What follows belongs to an exercise in optimizing a design on an open flow for small area, a short achievable clock period and few clock cycles per item; a production flow would make more cautious choices.
Only simulation tests tie the RTL to the original design; equivalence was not proved.

==> run a <==
Design meteor_flt, start of the top module:
module meteor_flt (
    input  wire        clk,
    input  wire        rst,           
    input  wire        load,
    input  wire [31:0] load_coef,
    input  wire        in_valid,
    output wire        in_ready,
    input  wire [31:0] in_re,
    input  wire [31:0] in_im,
    output reg         out_valid,
    input  wire        out_ready,
    output wire [31:0] out_re,
    output wire [31:0] out_im
);
clock: 18.0 ns
lec_check: 0
abc_area: 1
cap_margin: 20
core_margin: 2
core_utilization: 40
setup_slack_margin: 5
slew_margin: 20
run.sh (not shown) runs the stock make flow with config.mk's settings and CLKGATE_MAP_FILE= SYNTH_SCRIPT=/design/flow/synth_recipe.tcl, a recipe that flattens the netlist after the stock synthesis.
==> run b (differences from run a) <==
--- a/flow/design.v
+++ b/flow/design.v
@@ -31,17 +31,16 @@
 module fp_add_core #(
     parameter FULLNORM = 0       
 ) (
     input  wire [31:0] a,
     input  wire [31:0] b,
     output wire        sgn,      
     output wire [10:0] e_r,      
     output wire [23:0] m_r,      
-    output wire        ovf,      
     output wire        zero,     
     output wire        zsgn,     
     output wire        is_nan,
     output wire        is_inf,   
     output wire        inf_sgn
 );
     wire        sa = a[31];
     wire        sb = b[31];
@@ -53,114 +52,104 @@
     wire b_max = &eb;
     wire a_nan = a_max & (|fa);
     wire b_nan = b_max & (|fb);
     wire a_inf = a_max & ~(|fa);
     wire b_inf = b_max & ~(|fb);
     assign is_nan  = a_nan | b_nan | (a_inf & b_inf & (sa ^ sb));
     assign is_inf  = a_inf | b_inf;
     assign inf_sgn = a_inf ? sa : sb;
-    wire        ha  = |ea;
-    wire        hb  = |eb;
-    wire [7:0]  eae = {ea[7:1], ea[0] | ~ha};
-    wire [7:0]  ebe = {eb[7:1], eb[0] | ~hb};
-    wire [8:0]  dab = {1'b0, eae} - {1'b0, ebe};
-    wire [8:0]  dba = {1'b0, ebe} - {1'b0, eae};
-    wire        big_ab = (dab[7:0] > 8'd26);
-    wire        big_ba = (dba[7:0] > 8'd26);
     wire        swap = (a[30:0] < b[30:0]);
-    wire        eff_sub = sa ^ sb;
     wire        sL   = swap ? sb : sa;
-    wire [7:0]  eL   = swap ? ebe : eae;
-    wire [23:0] mL   = swap ? {hb, fb} : {ha, fa};
-    wire [23:0] mS   = swap ? {ha, fa} : {hb, fb};
-    wire [4:0]  dd   = swap ? (big_ba ? 5'd26 : dba[4:0]) : (big_ab ? 5'd26 : dab[4:0]);
-    wire [49:0] shx = {mS, 26'd0} >> dd;
-    wire [23:0] lmask;
-    genvar j;
-    generate for (j = 0; j < 24; j = j + 1) begin : g_mask
-        assign lmask[j] = (dd > j + 2);
-    end endgenerate
-    wire        stk = |(mS & lmask);
-    wire [26:0] aligned = {shx[49:24], stk};
-    wire [26:0] mLx = {mL, 3'b000};
+    wire        sS   = swap ? sa : sb;
+    wire [7:0]  eLr  = swap ? eb : ea;
+    wire [7:0]  eSr  = swap ? ea : eb;
+    wire [22:0] fL   = swap ? fb : fa;
+    wire [22:0] fS   = swap ? fa : fb;
+    wire        hL = |eLr;
+    wire        hS = |eSr;
+    wire [7:0]  eL = {eLr[7:1], eLr[0] | ~hL};
+    wire [7:0]  eS = {eSr[7:1], eSr[0] | ~hS};
+    wire [7:0]  d  = eL - eS;
+    wire        eff_sub = sL ^ sS;
+    wire [4:0]  dd = (d > 8'd26) ? 5'd26 : d[4:0];
+    wire [49:0] shx = {hS, fS, 26'd0} >> dd;
+    wire [26:0] aligned = {shx[49:24], |shx[23:0]};
+    wire [26:0] mLx = {hL, fL, 3'b000};
     wire [27:0] sum = {1'b0, mLx} + ({1'b0, aligned} ^ {28{eff_sub}}) + {27'd0, eff_sub};
     wire [26:0] s0  = sum[26:0];
     wire        cy  = sum[27] & ~eff_sub;
-    wire [26:0] stop;
+    wire [5:0]  lz;
+    lzc32 u_lzc (.x({s0, 5'b11111}), .n(lz));
+    wire [4:0]  lz5 = lz[4:0];
+    wire [4:0]  sh;
     generate
         if (FULLNORM) begin : g_full
-            assign stop = 27'd0;
+            assign sh = lz5;
         end else begin : g_clamp
-            for (j = 0; j < 27; j = j + 1) begin : g_stop
-                assign stop[j] = (eL == 8'd27 - j);
-            end
+            wire [7:0] lim = eL - 8'd1;
+            assign sh = ({3'b000, lz5} > lim) ? lim[4:0] : lz5;
         end
     endgenerate
-    wire [5:0]  lz;
-    lzc32 u_lzc (.x({s0 | stop, 5'b11111}), .n(lz));
-    wire [4:0]  sh  = lz[4:0];
     wire [26:0] sl  = s0 << sh;
     wire [26:0] s   = cy ? {sum[27:2], sum[1] | sum[0]} : sl;
     wire [10:0] e   = cy ? {3'b000, eL} + 11'd1 : {3'b000, eL} - {6'd0, sh};
     wire [23:0] mant  = s[26:3];
     wire        guard = s[2];
     wire        rest  = s[1] | s[0];
     wire        rup   = guard & (rest | mant[0]);
-    wire        rcy   = rup & (&mant);
-    wire [23:0] minc  = mant + {23'd0, rup};
-    assign m_r  = rcy ? 24'h800000 : minc;
-    assign e_r  = e + {10'd0, rcy};
-    wire        e254 = cy ? (eL == 8'd253) : ((eL == 8'd254) & (sh == 5'd0));
-    assign ovf  = (cy & (eL == 8'd254)) | (e254 & rcy);
+    wire [24:0] mr    = {1'b0, mant} + {24'd0, rup};
+    assign e_r  = mr[24] ? e + 11'd1 : e;
+    assign m_r  = mr[24] ? mr[24:1] : mr[23:0];
     assign sgn  = sL;
     assign zero = ~(|sum);
     assign zsgn = sL & ~eff_sub;
 endmodule
 module fp_add (
     input  wire [31:0] a,
     input  wire [31:0] b,
     output reg  [31:0] y
 );
-    wire        sgn, ovf, zero, zsgn, is_nan, is_inf, inf_sgn;
+    wire        sgn, zero, zsgn, is_nan, is_inf, inf_sgn;
     wire [10:0] e_r;
     wire [23:0] m_r;
     fp_add_core #(.FULLNORM(0)) u (
-        .a(a), .b(b), .sgn(sgn), .e_r(e_r), .m_r(m_r), .ovf(ovf), .zero(zero), .zsgn(zsgn),
+        .a(a), .b(b), .sgn(sgn), .e_r(e_r), .m_r(m_r), .zero(zero), .zsgn(zsgn),
         .is_nan(is_nan), .is_inf(is_inf), .inf_sgn(inf_sgn));
     wire [7:0] e_field = m_r[23] ? e_r[7:0] : 8'd0;
     always @* begin
         if (is_nan)
             y = 32'h7fc00000;
         else if (is_inf)
             y = {inf_sgn, 8'hff, 23'd0};
         else if (zero)
             y = {zsgn, 31'd0};
-        else if (ovf)
+        else if (e_r >= 11'd255)
             y = {sgn, 8'hff, 23'd0};
         else
             y = {sgn, e_field, m_r[22:0]};
     end
 endmodule
 module fp_add_n (
     input  wire [31:0] a,
     input  wire [31:0] b,
     output wire        n_sgn,
     output wire [10:0] n_exp,
     output wire [23:0] n_sig,
     output wire        n_zero,
     output wire        n_inf,
     output wire        n_nan
 );
-    wire        sgn, ovf, zero, zsgn, is_nan, is_inf, inf_sgn;
+    wire        sgn, zero, zsgn, is_nan, is_inf, inf_sgn;
     wire [10:0] e_r;
     wire [23:0] m_r;
     fp_add_core #(.FULLNORM(1)) u (
-        .a(a), .b(b), .sgn(sgn), .e_r(e_r), .m_r(m_r), .ovf(ovf), .zero(zero), .zsgn(zsgn),
+        .a(a), .b(b), .sgn(sgn), .e_r(e_r), .m_r(m_r), .zero(zero), .zsgn(zsgn),
         .is_nan(is_nan), .is_inf(is_inf), .inf_sgn(inf_sgn));
+    wire ovf = ~e_r[10] & (e_r >= 11'd255);
     assign n_nan  = is_nan;
     assign n_inf  = ~is_nan & (is_inf | (~zero & ovf));
     assign n_zero = ~is_nan & ~is_inf & zero;
     assign n_sgn  = is_inf ? inf_sgn : zero ? zsgn : sgn;
     assign n_exp  = e_r;
     assign n_sig  = m_r;
 endmodule
 module mul24cs (
@@ -511,66 +500,48 @@
     input  wire [10:0] e_pre,
     input  wire        sgn,
     input  wire        t_nan,
     input  wire        t_inf,
     input  wire        t_zero,
     output reg  [31:0] y
 );
     wire [47:0] p  = ps + pc;
-    wire        stlo = |((ps[21:0] ^ pc[21:0]) ^ {ps[20:0] | pc[20:0], 1'b0});
     wire        hi = p[47];
-    wire [23:0] mant  = hi ? p[47:24] : p[46:23];
-    wire        guard = hi ? p[23] : p[22];
-    wire        st    = hi ? (p[22] | stlo) : stlo;
-    wire        rup   = guard & (st | mant[0]);
-    wire        rcy   = rup & (&mant);
-    wire [23:0] minc  = mant + {23'd0, rup};
-    wire [23:0] m_r   = rcy ? 24'h800000 : minc;
-    wire [10:0] e0 = e_pre;
-    wire [10:0] e1 = e_pre + 11'd1;
-    wire [10:0] e2 = e_pre + 11'd2;
-    wire [1:0]  inc = {1'b0, hi} + {1'b0, rcy};
-    wire [10:0] e_r = inc[1] ? e2 : inc[0] ? e1 : e0;
-    wire        o0 = ~e0[10] & (e0 >= 11'd255);
-    wire        o1 = ~e0[10] & (e0 >= 11'd254);
-    wire        o2 = ~e0[10] & (e0 >= 11'd253);
-    wire        ovf = inc[1] ? o2 : inc[0] ? o1 : o0;
+    wire [23:0] n  = hi ? p[47:24] : p[46:23];
+    wire        g  = hi ? p[23] : p[22];
+    wire        st = hi ? (|p[22:0]) : (|p[21:0]);
+    wire [10:0] e  = e_pre + {10'd0, hi};
+    wire        sub = e[10] | (e == 11'd0);
+    wire [10:0] k0  = 11'd1 - e;
+    wire [4:0]  k   = ~sub ? 5'd0 : (k0 > 11'd26) ? 5'd26 : k0[4:0];
+    wire [51:0] v   = {n, g, st, 26'd0} >> k;
+    wire [23:0] mant  = v[51:28];
+    wire        guard = v[27];
+    wire        rest  = |v[26:0];
+    wire        rup   = guard & (rest | mant[0]);
+    wire [24:0] mr    = {1'b0, mant} + {24'd0, rup};
+    wire [10:0] e_eff = sub ? 11'd1 : e;
+    wire [10:0] e_r   = mr[24] ? e_eff + 11'd1 : e_eff;
+    wire [23:0] m_r   = mr[24] ? mr[24:1] : mr[23:0];
     wire [7:0]  e_field = m_r[23] ? e_r[7:0] : 8'd0;
+    wire        ovf   = ~sub & (e_r >= 11'd255);
     always @* begin
         if (t_nan)
             y = 32'h7fc00000;
         else if (t_inf)
             y = {sgn, 8'hff, 23'd0};
         else if (t_zero)
             y = {sgn, 31'd0};
         else if (ovf)
             y = {sgn, 8'hff, 23'd0};
         else
             y = {sgn, e_field, m_r[22:0]};
     end
 endmodule
-module fp_mul_denorm (
-    input  wire [47:0] ps,
-    input  wire [47:0] pc,
-    input  wire [10:0] e_pre,
-    output wire [47:0] q
-);
-    wire [47:0] p  = ps + pc;
-    wire [26:0] w  = {p[47:22], |p[21:0]};
-    wire [10:0] k0 = 11'd1 - e_pre;
-    wire [4:0]  k  = (k0 > 11'd26) ? 5'd26 : k0[4:0];
-    wire [26:0] lost;
-    genvar j;
-    generate for (j = 0; j < 27; j = j + 1) begin : g_lost
-        assign lost[j] = w[j] & (k > j);
-    end endgenerate
-    wire [26:0] sh = w >> k;
-    assign q = {sh[26:1], sh[0] | (|lost), 21'd0};
-endmodule
 module meteor_flt (
     input  wire        clk,
     input  wire        rst,           
     input  wire        load,
     input  wire [31:0] load_coef,
     input  wire        in_valid,
     output wire        in_ready,
     input  wire [31:0] in_re,
@@ -585,21 +556,18 @@
     reg [31:0] x_re, x_im;
     reg [31:0] acc_re, acc_im;
     reg        c_sgn, c_zero, c_inf, c_nan;
     reg [10:0] c_exp;
     reg [22:0] c_frac;
     reg [47:0] p_s, p_c;
     reg [10:0] p_exp;
     reg        p_sgn, p_nan, p_inf, p_zero;
-    reg        p_sub;                 
-    wire stall = (sB || sC) && p_sub;
     wire adv = !(out_valid && !out_ready);
-    wire go  = adv && !stall;
-    assign in_ready = !sA && !ld && go;
+    assign in_ready = !sA && !ld && adv;
     wire take_smp = in_ready && in_valid && !load;
     wire take_ld  = in_ready && load;
     assign out_re = acc_re;
     assign out_im = acc_im;
     wire [31:0] s1_x = sB ? x_im : x_re;
     wire [31:0] s1_a = sB ? acc_im : acc_re;
     wire        d_sgn, d_zero, d_inf, d_nan;
     wire [10:0] d_exp;
@@ -609,39 +577,35 @@
         .n_sgn(d_sgn), .n_exp(d_exp), .n_sig(d_sig),
         .n_zero(d_zero), .n_inf(d_inf), .n_nan(d_nan));
     wire [47:0] m_s, m_c;
     mul24cs u_mul (.a({1'b1, c_frac}), .b(d_sig), .s(m_s), .c(m_c));
     wire t_nan  = c_nan | d_nan | (c_zero & d_inf) | (c_inf & d_zero);
     wire t_inf  = c_inf | d_inf;
     wire t_zero = c_zero | d_zero;
     wire [10:0] t_exp = c_exp + d_exp - 11'd127;
-    wire        t_sub = !t_nan && !t_inf && !t_zero && (t_exp[10] || t_exp == 11'd0);
     wire [31:0] s2_a = sC ? acc_im : acc_re;
     wire [31:0] t;
     fp_mul_round u_rnd (
         .ps(p_s), .pc(p_c), .e_pre(p_exp), .sgn(p_sgn),
         .t_nan(p_nan), .t_inf(p_inf), .t_zero(p_zero), .y(t));
-    wire [47:0] q;
-    fp_mul_denorm u_dn (.ps(p_s), .pc(p_c), .e_pre(p_exp), .q(q));
     wire [31:0] sum;
     fp_add u_add (.a(s2_a), .b(t), .y(sum));
     wire [7:0]  lc_e = x_re[30:23];
     wire [22:0] lc_f = x_re[22:0];
     wire [5:0]  lc_lz;
     lzc32 u_clz (.x({lc_f, 9'h1ff}), .n(lc_lz));
     wire        lc_sub = (lc_e == 8'd0);
     wire [22:0] lc_fn  = lc_sub ? (lc_f << (lc_lz[4:0] + 5'd1)) : lc_f;
     wire [10:0] lc_en  = lc_sub ? (11'd0 - {6'd0, lc_lz[4:0]}) : {3'd0, lc_e};
     always @(posedge clk) begin
         if (rst) begin
             sA        <= 1'b0;
             sB        <= 1'b0;
             sC        <= 1'b0;
-            p_sub     <= 1'b0;
             ld        <= 1'b0;
             out_valid <= 1'b0;
             acc_re    <= 32'd0;
             acc_im    <= 32'd0;
             c_sgn     <= 1'b0;
             c_zero    <= 1'b1;
             c_inf     <= 1'b0;
             c_nan     <= 1'b0;
@@ -651,37 +615,28 @@
             if (take_smp) begin
                 x_re <= in_re;
                 x_im <= in_im;
             end else if (take_ld) begin
                 x_re <= load_coef;
             end
             if (take_ld)
                 ld <= 1'b1;
-            if (adv && stall) begin
-                if (out_ready)
-                    out_valid <= 1'b0;
-                p_s   <= q;
-                p_c   <= 48'd0;
-                p_exp <= 11'd1;
-                p_sub <= 1'b0;
-            end
-            if (go) begin
+            if (adv) begin
                 sA <= take_smp;
                 sB <= sA;
                 sC <= sB;
                 out_valid <= sC;
                 p_s    <= m_s;
                 p_c    <= m_c;
                 p_exp  <= t_exp;
                 p_sgn  <= c_sgn ^ d_sgn;
                 p_nan  <= t_nan;
                 p_inf  <= t_inf;
                 p_zero <= t_zero;
-                p_sub  <= t_sub;
                 if (sB)
                     acc_re <= sum;
                 if (sC)
                     acc_im <= sum;
                 if (ld && !sB && !sC) begin
                     ld     <= 1'b0;
                     acc_re <= 32'd0;
                     acc_im <= 32'd0;
==> flow/config.mk (replaced) <==
export PLATFORM = sky130hd
export DESIGN_NAME = meteor_flt
export DESIGN_NICKNAME = meteor_flt
export VERILOG_FILES = /design/flow/design.v
export SDC_FILE = /design/flow/constraint.sdc
export NUM_CORES = 4
export LEC_CHECK = 0
export CAP_MARGIN = 20
export CORE_MARGIN = 2
export CORE_UTILIZATION = 40
export SETUP_SLACK_MARGIN = 5
export SLEW_MARGIN = 20
==> comparison <==
Against run a, the critical path depth of run b is higher by 43. Routed wire length is about the same in run a and run b. Against run b, the maximum frequency of run a is larger by about 60%. Run a passed the timing, DRC and antenna checks. Run b completed, yet does not pass: setup timing. Against run b, the register-to-register slack of run a is better by 7900 ps.
Testbench counts of run a, summed over its fixed seeds: cycles 8,224, items 4,096.
Testbench counts of run b, summed over its fixed seeds: cycles 8,224, items 4,096.

==> static timing again, ports no longer ideal <==
In the flow no input, the clock included, has a driving cell. The finished layouts below were timed again as built, in two steps. Step 1, drivers: a clkbuf_16 drives clk and a buf_2 each remaining input, both assumed. Step 2 adds t to the input delays and takes it off the output delays; t is the mean of the earliest and latest rising clock arrival at the registers after step 1. Input paths then give back, and output paths get back, about the clock's delay inside the block. a / b / c = ideal / step 1 / step 2; a / b = the first two.
run	t, ns	slack for setup (ns)	hold WS [ns]	worst setup path at the end	slew at the worst register clock pin (ns)
run a	0.685	4.481 / 4.481 / 4.481	0.470 / 0.470 / 0.470	register to register	0.08 / 0.08
run b	0.706	-3.455 / -3.455 / -3.455	0.475 / 0.475 / 0.475	register to register	0.07 / 0.07
